This design comes from an exercise in tuning for a short achievable clock period and few clock cycles per item on the open sky130 flow, not from production work. In this exercise RTL edits were held to simulation tests only and were not proved equivalent to the original. Power and IR drop assume default switching activity.

### flow/config.mk
export PLATFORM = sky130hd
export DESIGN_NAME = hesch_cpu
export DESIGN_NICKNAME = hesch_cpu
export VERILOG_FILES = /design/flow/design.v
export SDC_FILE = /design/flow/constraint.sdc
export NUM_CORES = 4
export LEC_CHECK = 0
export CAP_MARGIN = 20
export CORE_MARGIN = 2
export CORE_UTILIZATION = 40
export PLACE_DENSITY = 0.6
export SLEW_MARGIN = 20
### flow/constraint.sdc
create_clock -name core_clock -period 10.0 [get_ports {clk}]
set_input_delay 2.0000 -clock core_clock [delete_from_list [all_inputs] [get_ports {clk}]]
set_output_delay 2.0000 -clock core_clock [all_outputs]
set_load 0.01 [all_outputs]
### flow/design.v
module hesch_ucode (
    input  wire [7:0] b,
    output wire [4:0] dec,
    output wire [6:0] alu
);
    wire [3:0] op = b[3:0];
    assign dec[0] = !op[3] && op != 4'd5;
    assign dec[1] = op == 4'd9;
    assign dec[2] = op == 4'd8;
    assign dec[3] = op[3] && op[2] && op[1];
    assign dec[4] = op[3] && op[2] && (op[1] || op[0]);
    assign alu[0] = op[2:0] == 3'd0;
    assign alu[1] = op[2:0] == 3'd1;
    assign alu[2] = op[2:0] == 3'd2;
    assign alu[3] = op[2:0] == 3'd3;
    assign alu[4] = op[2:0] == 3'd4;
    assign alu[5] = op[2:0] == 3'd6;
    assign alu[6] = op[2:0] == 3'd7;
endmodule
module hesch_alu (
    input  wire [6:0] op,
    input  wire [7:0] l,
    input  wire [7:0] r,
    output wire [7:0] y
);
    wire [7:0] sum = l + (op[1] ? ~r : r) + {7'd0, op[1]};
    assign y = ({8{op[0] | op[1]}} & sum)
             | ({8{op[2]}} & (l & r))
             | ({8{op[3]}} & (l | r))
             | ({8{op[4]}} & (l ^ r))
             | ({8{op[5]}} & {l[6:0], 1'b0})
             | ({8{op[6]}} & {1'b0, l[7:1]});
endmodule
module hesch_cpu (
    input  wire       clk,
    input  wire       rst,
    output wire [7:0] mem_addr,
    input  wire [7:0] mem_rdata,
    output wire       mem_we,
    output wire [7:0] mem_wdata,
    output wire       out_valid,
    output wire [7:0] out_data,
    output wire       halted,
    output wire       fault
);
    reg        st_movo;    
    reg        st_jmpo;    
    reg        st_wr;      
    reg        halted_q;
    reg        fault_q;
    reg  [7:0] addr;
    reg  [7:0] ra, rb, rc, rd;
    reg  [7:0] bank;
    reg        ex_v;
    reg  [6:0] ex_op;      
    reg  [3:0] ex_w;       
    reg  [1:0] ex_l;
    reg  [1:0] ex_r;
    reg        we_q;
    reg        ov_q;
    reg  [7:0] data_q;
    wire [7:0] b = mem_rdata;
    wire st_opc = !(st_movo | st_jmpo | st_wr | halted_q);
    wire [7:0] addr_inc = addr + 8'd1;
    wire [4:0] dec_op;     
    wire [6:0] dec_alu;
    hesch_ucode u_dec (
        .b    (b),
        .dec  (dec_op),
        .alu  (dec_alu)
    );
    reg [7:0] src;
    always @(*) begin
        case (b[2:0])
            3'd0:    src = ra;
            3'd1:    src = rb;
            3'd2:    src = rc;
            3'd3:    src = rd;
            3'd4:    src = addr_inc;
            3'd5:    src = b;
            3'd6:    src = ra;
            default: src = bank;
        endcase
    end
    wire [3:0] dst = b[7:4];
    wire [7:0] alu_y;
    hesch_alu u_alu (
        .op (ex_op),
        .l  (ex_l == 2'd0 ? ra : ex_l == 2'd1 ? rb : ex_l == 2'd2 ? rc : rd),
        .r  (ex_r == 2'd0 ? ra : ex_r == 2'd1 ? rb : ex_r == 2'd2 ? rc : rd),
        .y  (alu_y)
    );
    assign mem_addr  = addr;
    assign mem_we    = we_q;
    assign mem_wdata = data_q;
    assign out_valid = ov_q;
    assign out_data  = data_q;
    assign halted    = halted_q;
    assign fault     = fault_q;
    always @(posedge clk) begin
        if (rst) begin
            st_movo  <= 1'b0;
            st_jmpo  <= 1'b0;
            st_wr    <= 1'b0;
            halted_q <= 1'b0;
            fault_q  <= 1'b0;
            addr     <= 8'h00;
            ra       <= 8'h00;
            rb       <= 8'h00;
            rc       <= 8'h00;
            rd       <= 8'h00;
            bank     <= 8'h00;
            ex_v     <= 1'b0;
            we_q     <= 1'b0;
            ov_q     <= 1'b0;
        end else begin
            if (ex_v) begin
                if (ex_w[0]) ra <= alu_y;
                if (ex_w[1]) rb <= alu_y;
                if (ex_w[2]) rc <= alu_y;
                if (ex_w[3]) rd <= alu_y;
            end
            ex_v  <= st_opc && dec_op[0];
            ex_op <= dec_alu;
            ex_w  <= 4'b0001 << b[7:6];
            ex_l  <= b[7:6];
            ex_r  <= b[5:4];
            we_q  <= st_movo && dst == 4'd5 && b[2:0] != 3'd5;
            ov_q  <= st_movo && dst == 4'd9;
            data_q <= src;
            st_movo <= st_opc && dec_op[2];
            st_jmpo <= st_opc && dec_op[1];
            st_wr   <= st_movo && dst == 4'd5 && b[2:0] != 3'd5;
            if (st_opc && dec_op[4]) begin
                halted_q <= 1'b1;
                fault_q  <= dec_op[3];
            end
            if (st_movo) begin
                case (dst)
                    4'd0: ra   <= src;
                    4'd1: rb   <= src;
                    4'd2: rc   <= src;
                    4'd3: rd   <= src;
                    4'd7: bank <= src;
                    default: ;
                endcase
            end
            if (st_jmpo)
                addr <= b;
            else if (st_movo && dst == 4'd4)
                addr <= src;
            else if ((st_movo && dst == 4'd5 && b[2:0] != 3'd5) || halted_q ||
                     (st_opc && dec_op[4]))
                addr <= addr;
            else
                addr <= addr_inc;
        end
    end
endmodule
### flow/flow/run.sh
#!/bin/bash
# The standard layout, with repair_timing asked for extra setup margin so
# that it keeps improving paths well past the 10 ns the clock needs.
set -euo pipefail
MARGIN=$(cat flow/margin.txt)
bash standard.sh finish SETUP_SLACK_MARGIN=$MARGIN > flow_make.log 2>&1
### flow/flow/margin.txt
7.2
### flow/standard.sh
#!/bin/bash
# synth_recipe.tcl (not shown) runs the flow's synth.tcl, then flattens the netlist and writes it again
# the make line also repeats each setting of config.mk as NAME=value (left out here)
make -C /OpenROAD-flow-scripts/flow DESIGN_CONFIG=/design/flow/config.mk WORK_HOME=/design/flow/orfs CLKGATE_MAP_FILE= SYNTH_SCRIPT=/design/flow/synth_recipe.tcl "${@:-finish}"
==> results of run 1 <==
==> synth_stat cells (4+ instances only) <==
library cell and n:
a22oi_1 4, o21ai_0 34, dfxtp_1 55, nand2_1 51, buf_4 9, a211o_1 5, nor3_1 14, and2_1 6
xnor2_1 10, mux4_1 7, xor2_1 11, ha_1 23, a21oi_1 44, a221oi_1 4, a21o_1 8, nor2b_1 6
nor4_1 4, mux2_2 4, mux2i_1 11, nand3_1 7, mux4_2 10, edfxtp_1 23, clkbuf_8 6, a222oi_1 6
a211oi_1 30, clkbuf_1 22, o31ai_1 4, nor2_1 75, inv_1 34
==> state kept, by name, indices dropped and copies added, names as in the netlist, 2 cells and up <==
register and flops:
rb 8, bank 8, ex_l 2, data_q 8
ex_r 2, rc 8, ex_w 4, ex_op 7
ra 8, addr 8, rd 8
==> what timing repair did <==
| item | CTS | global route |
|---|---|---|
| cloned | 10 | 0 |
| setup buffers | 84 | 28 |
| setup endpoints to repair | 125 | 86 |
| pin swaps | 70 | 49 |
| gates resized for setup | 320 | 96 |
==> cell type report <==
cell class / count / area (sq um) / area share, %
clock buffer: 14 / 254 / 3.15
clock inverter: 2 / 10.0 / 0.124
inverter: 35 / 144 / 1.78
multi-input combinational: 429 / 3850 / 47.7
sequential: 78 / 1820 / 22.5
tap: 172 / 215 / 2.67
timing repair buffer: 165 / 1780 / 22.1
==> worst min-delay path: stages, from the launching register on <==
cell and delay, ns:
dfxtp_1 0.32, nand2_1 0.07, a21oi_2 0.05
==> how the worst min path moves through the flow <==
stage / endpoint / start / depth (start not counted) / slack, ns
2_1_floorplan: bank[1] / bank[1] / 2 / 0.44
3_3_place_gp: bank[6] / bank[6] / 2 / 0.44
3_5_place_dp: bank[1] / bank[1] / 2 / 0.46
4_1_cts: bank[1] / bank[1] / 2 / 0.47
5_1_grt: bank[6] / bank[6] / 2 / 0.51
6_report: bank[4] / bank[4] / 2 / 0.48
==> where the power goes <==
| part | internal [uW] | total (uW) | switching, uW |
|---|---|---|---|
| sequential | 346 | 370 | 23.3 |
| combinational | 187 | 383 | 196 |
| clock | 174 | 301 | 126 |
| total | 707 | 1050 | 346 |
==> metrics by stage <==
stage / util [%] / setup slack, ns / hold WS [ns]
finish: 63.5 / 6.73 / 0.484
global route: 63.5 / 6.66 / 0.510
CTS: 58.8 / 6.75 / 0.467
detailed placement: 45.4 / 5.42 / 0.456
global placement: 45.4 / 5.44 / 0.442
floorplan: - / 6.63 / 0.437
==> layer usage <==
metal | GRT usage [%] | part of all wire [%]
met4 | 13.4 | 6.4
met5 | 0 | 0
met2 | 47.6 | 48
met3 | 5.79 | 8.7
met1 | 33.9 | 37
==> cells by family after synthesis <==
kind of cell / count (synthesis)
mux: 33
buf+inv: 79
flops: 78
xor+xnor: 21
fa+ha+maj: 24
compound gates: 171
simple gates: 180
==> results.py, run 1 <==
metrics = {
    "floorplan": {
        "core_area_sq_um": 12700,
        "io_pins": 38,
        "die_w_microns": 119,
        "start_util_pct": 41.3,
        "die-height_microns": 119,
        "fp-row-count": 41,
        "die_area_sq_um": 14100,
    },
    "timing": {
        "period_needed_ns": 3.27,
        "max_freq_mhz": 306,
        "setup_tns_ns": 0,
        "skew_ns": 0.00566,
        "hold_violations": 0,
        "finalCritPeriodShare_pct": 32.7,
        "setup_viol": 0,
        "rsz0062_at_grt": "yes",
        "worstMarginPinSlew_ns": 1.07,
        "slew_violations": 0,
        "maxSlewHeadroom_pct": 28.8,
    },
    "cells_and_area": {
        "layout_commonest_cell": "buf_4",
        "fin_cells": 895,
        "nFillCells": 974,
        "syn_to_final_growth_pct": 53.6,
        "stdcell_area_sq_um": 8080,
        "num_antenna_cells": 0,
        "final_cell_mix": "buf_4, nor2_1, dfxtp_1, buf_6, nand2_1",
        "drive_above_1_share_pct": 50.5,
        "nets": 752,
    },
    "clocking": {
        "cts_buffer_depth": 2,
        "path_clk_slew_ns": 0.06,
        "cts.htree.levels": 3,
        "insertion_delay_ns": 0.34,
        "clkSinkCount": 78,
        "numCtsBuffers": 9,
        "cts_root_buf": "clkbuf_16",
        "hold_buffers": 0,
        "cts_tree": "done",
    },
    "yosys": {
        "synth_compound_area_share_pct": 21.9,
        "ys_warn_count": 1,
        "synth_top_family_by_area": "compound AO/OA/AOI/OAI gates",
        "async_flop_share_pct": 0,
        "synthAdderAreaFrac_pct": 5.86,
        "syn_avg_cell_area_sq_um": 8.97,
        "synth_top_area_share_pct": 20.9,
        "synth-seq-area-share_pct": 34.1,
        "ys_top_cells_by_area": "dfxtp_1, edfxtp_1, ha_1",
        "synth_area_sq_um": 5260,
        "synth.distinct_cells": 69,
        "muxShareOfSynthArea_pct": 11.0,
        "ys_ff_latch": 78,
        "synth_xor_area_share_pct": 3.50,
        "synth_nets": 620,
        "syn_inst": 586,
        "yosys.area_share.simple_pct": 15.2,
        "synth_top_area_cell": "dfxtp_1",
        "synthFlopType": "dfxtp_1",
        "synth_edf_count": 23,
    },
    "placement": {
        "dpl.cell_count": 757,
        "dp_hpwl_microns": 11000,
        "place_area_sq_um": 5770,
        "routabilityCongestion": 0.866,
        "io_buffers": 37,
    },
    "power_and_ir_drop": {
        "vdd_drop_max_v": 0.0000802,
        "power.total_uw": 1050,
        "leakagePower_uw": 0.00330,
        "power.density_nw_per_um2": 130,
    },
    "worst_setup_path": {
        "reg2reg_from": "ex_r[0]",
        "r2r-end": "ra[7]",
        "critPathLaunch": "mem_rdata[2]",
        "cpMaxStageDelayCell": "a211o_1",
        "path_class": "primary input to flop",
        "cp.depth": 11,
        "crit_chain": "buf_12 > buf_12 > buf_12 > o21ai_4 > a21oi_2 > a211oi_2 > o21ai_2 > o21a_2 > a211o_1 > o211ai_1 > a21oi_1",
        "crit_end": "addr[4]",
        "worstPathRequired_ns": 10.23,
        "cpMostUsedCell": "buf_12",
        "cp-end-kind": "flop",
        "rrSetupSlack_ns": 6.86,
        "start_kind": "primary input",
        "path_buf_inv": 3,
        "crit_family": "compound AO/OA/AOI/OAI gates",
        "slowest_delay_ns": 0.29,
        "cp_data_arrival_time_ns": 3.50,
        "crit_fanout": 5,
        "ff2ff_path_depth": 14,
    },
    "global_routing": {
        "grt_start_max_net_pins": 28,
        "grt_pass1_vias": 5309,
        "antenna_found_initial": 0,
        "grt-ovfl-total": 0,
        "grtUsageTotal_pct": 28.1,
        "grt_pass1_wl_microns": 30600,
    },
    "drt": {
        "ant_nets": 0,
        "drtPass1Iterations": 5,
        "drcViolationCount": 0,
        "post_drt_wl_per_cell_microns": 23.1,
        "vias": 5547,
        "vias_per_cell": 6.20,
        "drt-initial-drc-count": 630,
        "wirelength_microns": 20700,
    },
    "run_status": {
        "outcome": "no timing/DRC/antenna violations",
    },
    "run": {
        "maxCapViolCount": 0,
    },
    "worst_hold_path": {
        "min_path_type": "flop to flop",
    },
}
Testbench counts, summed over its fixed seeds: cycles 14,055, instructions 9,586.
==> inputs of run 2 (changes only) <==
==> flow/run.sh (new file) <==
#!/bin/bash
# synth_recipe.tcl (not shown) runs the flow's synth.tcl, then flattens the netlist and writes it again
# the make line also repeats each setting of config.mk as NAME=value (left out here)
make -C /OpenROAD-flow-scripts/flow DESIGN_CONFIG=/design/flow/config.mk WORK_HOME=/design/flow/orfs CLKGATE_MAP_FILE= SYNTH_SCRIPT=/design/flow/synth_recipe.tcl finish
removed: flow/flow/run.sh
removed: flow/flow/margin.txt
removed: flow/standard.sh
==> results.py, run 2 <==
metrics = {
    "global_routing": {
        "grt-ovfl-total": 0,
        "grt_start_max_net_pins": 46,
        "antenna_found_initial": 0,
        "grt_pass1_wl_microns": 24300,
        "grtUsageTotal_pct": 22.0,
        "grt_pass1_vias": 4262,
    },
    "cells_and_area": {
        "fin_cells": 772,
        "num_antenna_cells": 0,
        "stdcell_area_sq_um": 5890,
        "syn_to_final_growth_pct": 12.1,
        "layout_commonest_cell": "nor2_1",
        "nets": 629,
        "drive_above_1_share_pct": 7.67,
        "final_cell_mix": "nor2_1, dfxtp_1, nand2_1, a21oi_1, clkdlybuf4s50_1",
        "nFillCells": 1245,
    },
    "timing": {
        "worstMarginPinSlew_ns": 0.998,
        "skew_ns": 0.00420,
        "setup_tns_ns": 0,
        "setup_viol": 0,
        "rsz0062_at_grt": "no",
        "max_freq_mhz": 216,
        "period_needed_ns": 4.63,
        "maxSlewHeadroom_pct": 32.9,
        "setup_slack_ns": 5.37,
        "hold_violations": 0,
        "finalCritPeriodShare_pct": 46.3,
        "slew_violations": 0,
    },
    "yosys": {
        "synthAdderAreaFrac_pct": 5.86,
        "syn_inst": 586,
        "synth.distinct_cells": 69,
        "synth_compound_area_share_pct": 21.9,
        "ys_top_cells_by_area": "dfxtp_1, edfxtp_1, ha_1",
        "muxShareOfSynthArea_pct": 11.0,
        "synthFlopType": "dfxtp_1",
        "synth_top_area_share_pct": 20.9,
        "async_flop_share_pct": 0,
        "synth_top_family_by_area": "compound AO/OA/AOI/OAI gates",
        "ys_ff_latch": 78,
        "synth_area_sq_um": 5260,
        "syn_avg_cell_area_sq_um": 8.97,
        "yosysMostFrequentCell": "nor2_1",
        "ys_warn_count": 1,
        "synth_edf_count": 23,
        "synth_nets": 620,
        "synth_top_area_cell": "dfxtp_1",
        "synthTopCellsByCount": "nor2_1, dfxtp_1, nand2_1",
        "synth-seq-area-share_pct": 34.1,
        "synth_xor_area_share_pct": 3.50,
        "yosys.area_share.simple_pct": 15.2,
    },
    "placement": {
        "place_ws_ns": 5.10,
        "place_area_sq_um": 5580,
        "dpl.cell_count": 756,
        "dp_hpwl_microns": 10900,
        "io_buffers": 37,
        "routabilityCongestion": 0.891,
    },
    "floorplan": {
        "io_pins": 38,
        "die_area_sq_um": 14100,
        "die-height_microns": 119,
        "die_w_microns": 119,
        "start_util_pct": 41.3,
        "core_area_sq_um": 12700,
        "fp-row-count": 41,
    },
    "drt": {
        "wirelength_microns": 15100,
        "ant_nets": 0,
        "post_drt_wl_per_cell_microns": 19.6,
        "vias_per_cell": 5.90,
        "drt-initial-drc-count": 413,
        "drcViolationCount": 0,
        "vias": 4553,
        "drtPass1Iterations": 7,
    },
    "clocking": {
        "clkSinkCount": 78,
        "cts_buffer_depth": 2,
        "insertion_delay_ns": 0.34,
        "numCtsBuffers": 9,
        "hold_buffers": 0,
        "path_clk_slew_ns": 0.06,
        "cts_resized": 0,
        "cts.htree.levels": 3,
        "cts_root_buf": "clkbuf_16",
        "cts_setup_buffers": 0,
        "cts_tree": "done",
    },
    "worst_setup_path": {
        "cp_data_arrival_time_ns": 4.84,
        "cp-end-kind": "flop",
        "worstPathRequired_ns": 10.22,
        "path_class": "primary input to flop",
        "crit_fanout": 25,
        "rrSetupSlack_ns": 6.03,
        "start_kind": "primary input",
    },
    "power_and_ir_drop": {
        "leakagePower_uw": 0.00229,
        "power.density_nw_per_um2": 158,
        "vdd_drop_max_v": 0.0000817,
    },
    "run": {
        "maxCapViolCount": 0,
    },
    "worst_hold_path": {
        "min_path_type": "flop to flop",
    },
    "run_status": {
        "outcome": "no timing/DRC/antenna violations",
    },
}
[run 2: cell types whose count changed in the layout (fill, tap and decap cells not counted), sizes merged]
| cell | before | now |
|---|---|---|
| buf | 158 | 5 |
| bufbuf | 4 | 0 |
| bufinv | 0 | 2 |
| clkbuf | 16 | 12 |
| clkdlybuf4s15 | 1 | 0 |
| clkdlybuf4s50 | 0 | 37 |
| clkinv | 3 | 2 |
| clkinvlp | 2 | 1 |
| inv | 32 | 34 |
[run 2: worst paths after layout]
check | to | from | depth (start not counted)
worst max-delay path | addr[6] | mem_rdata[2] | 9
worst min-delay path | bank[6] | bank[6] | 2
worst min register to register | bank[6] | bank[6] | 2
worst max register to register | rd[6] | ex_r[0] | 12
[run 2: power breakdown]
| part | internal [uW] | switching (uW) |
|---|---|---|
| Sequential | 346 | 28.8 |
| Clock | 218 | 129 |
| Combinational | 90.6 | 119 |
[run 2: cells by family (layout without fill, tap and decap cells)]
family | after synthesis | count (layout)
AND/OR/NAND/NOR | 180 | 180
AO/OA/AOI/OAI | 171 | 171
buffers and inverters | 79 | 93
flip-flops | 78 | 78
multiplexers | 33 | 33
adder cells (fa/ha/maj) | 24 | 24
XOR/XNOR | 21 | 21
[run 2: routing by layer]
layer,vias up,routed length [microns],global-route usage (%)
met1,2187,6750,30.1
met5,-,0,0
li1,2145,-,-
met4,0,378,8.48
met3,32,961,4.25
met2,189,7040,34.2
[run 2: final cells by class]
cell class                 instances  area [sq um]  share of cell area, %
inverter                          35           131                   2.23
clock buffer                      12           236                   4.01
multi-input combinational        429          3040                   51.6
clock inverter                     4          71.3                   1.21
sequential                        78          1790                   30.4
timing repair buffer              42           408                   6.92
tap                              172           215                   3.65
[run 2: per-stage QoR]
| step | total power (uW) | utilization, % | hold WS, ns |
|---|---|---|---|
| detailed placement | 588 | 43.9 | 0.452 |
| global placement | 584 | 43.9 | 0.447 |
| floorplan | 525 | - | 0.437 |
| finish | 932 | 46.3 | 0.463 |
| global route | 976 | 46.3 | 0.483 |
| CTS | 935 | 46.3 | 0.467 |
[run 2: critical path, cell delays in order]
cell	delay (ns)
clkdlybuf4s50_1	1.07
inv_1	0.21
nand2_1	0.25
o22ai_1	0.12
a21oi_1	0.16
a21oi_1	0.06
nor2_1	0.55
nor3_1	0.10
a2111oi_0	0.31

## what the ideal ports hide
No port has a modelled driver above. Below, the same layouts with a new extraction and two added sets of constraints. Step 1 sets driving cells, clkbuf_16 on the clock port and buf_2 on the other inputs (assumed; they add their load-dependent delay and slew). Step 2 adds t to the input delays and takes it off the output delays; t is the mean of the earliest and latest rising clock arrival at the registers after step 1. Input paths then give back, and output paths get back, about the clock's delay inside the block. Three values: no drivers, after step 1, after step 2; two values: the first two.
| run | t (ns) | setup WS [ns] | worst register clock-pin slew, ns |
|---|---|---|---|
| run 1 | 0.376 | 6.727 / 6.719 / 6.343 | 0.06 / 0.06 |
| run 2 | 0.379 | 5.374 / 5.382 / 5.004 | 0.06 / 0.06 |
After both steps setup and hold are still met in every run listed. For run 1, which loses most, drivers alone change the setup slack by -0.008 ns; drivers and shift together by -0.384 ns.
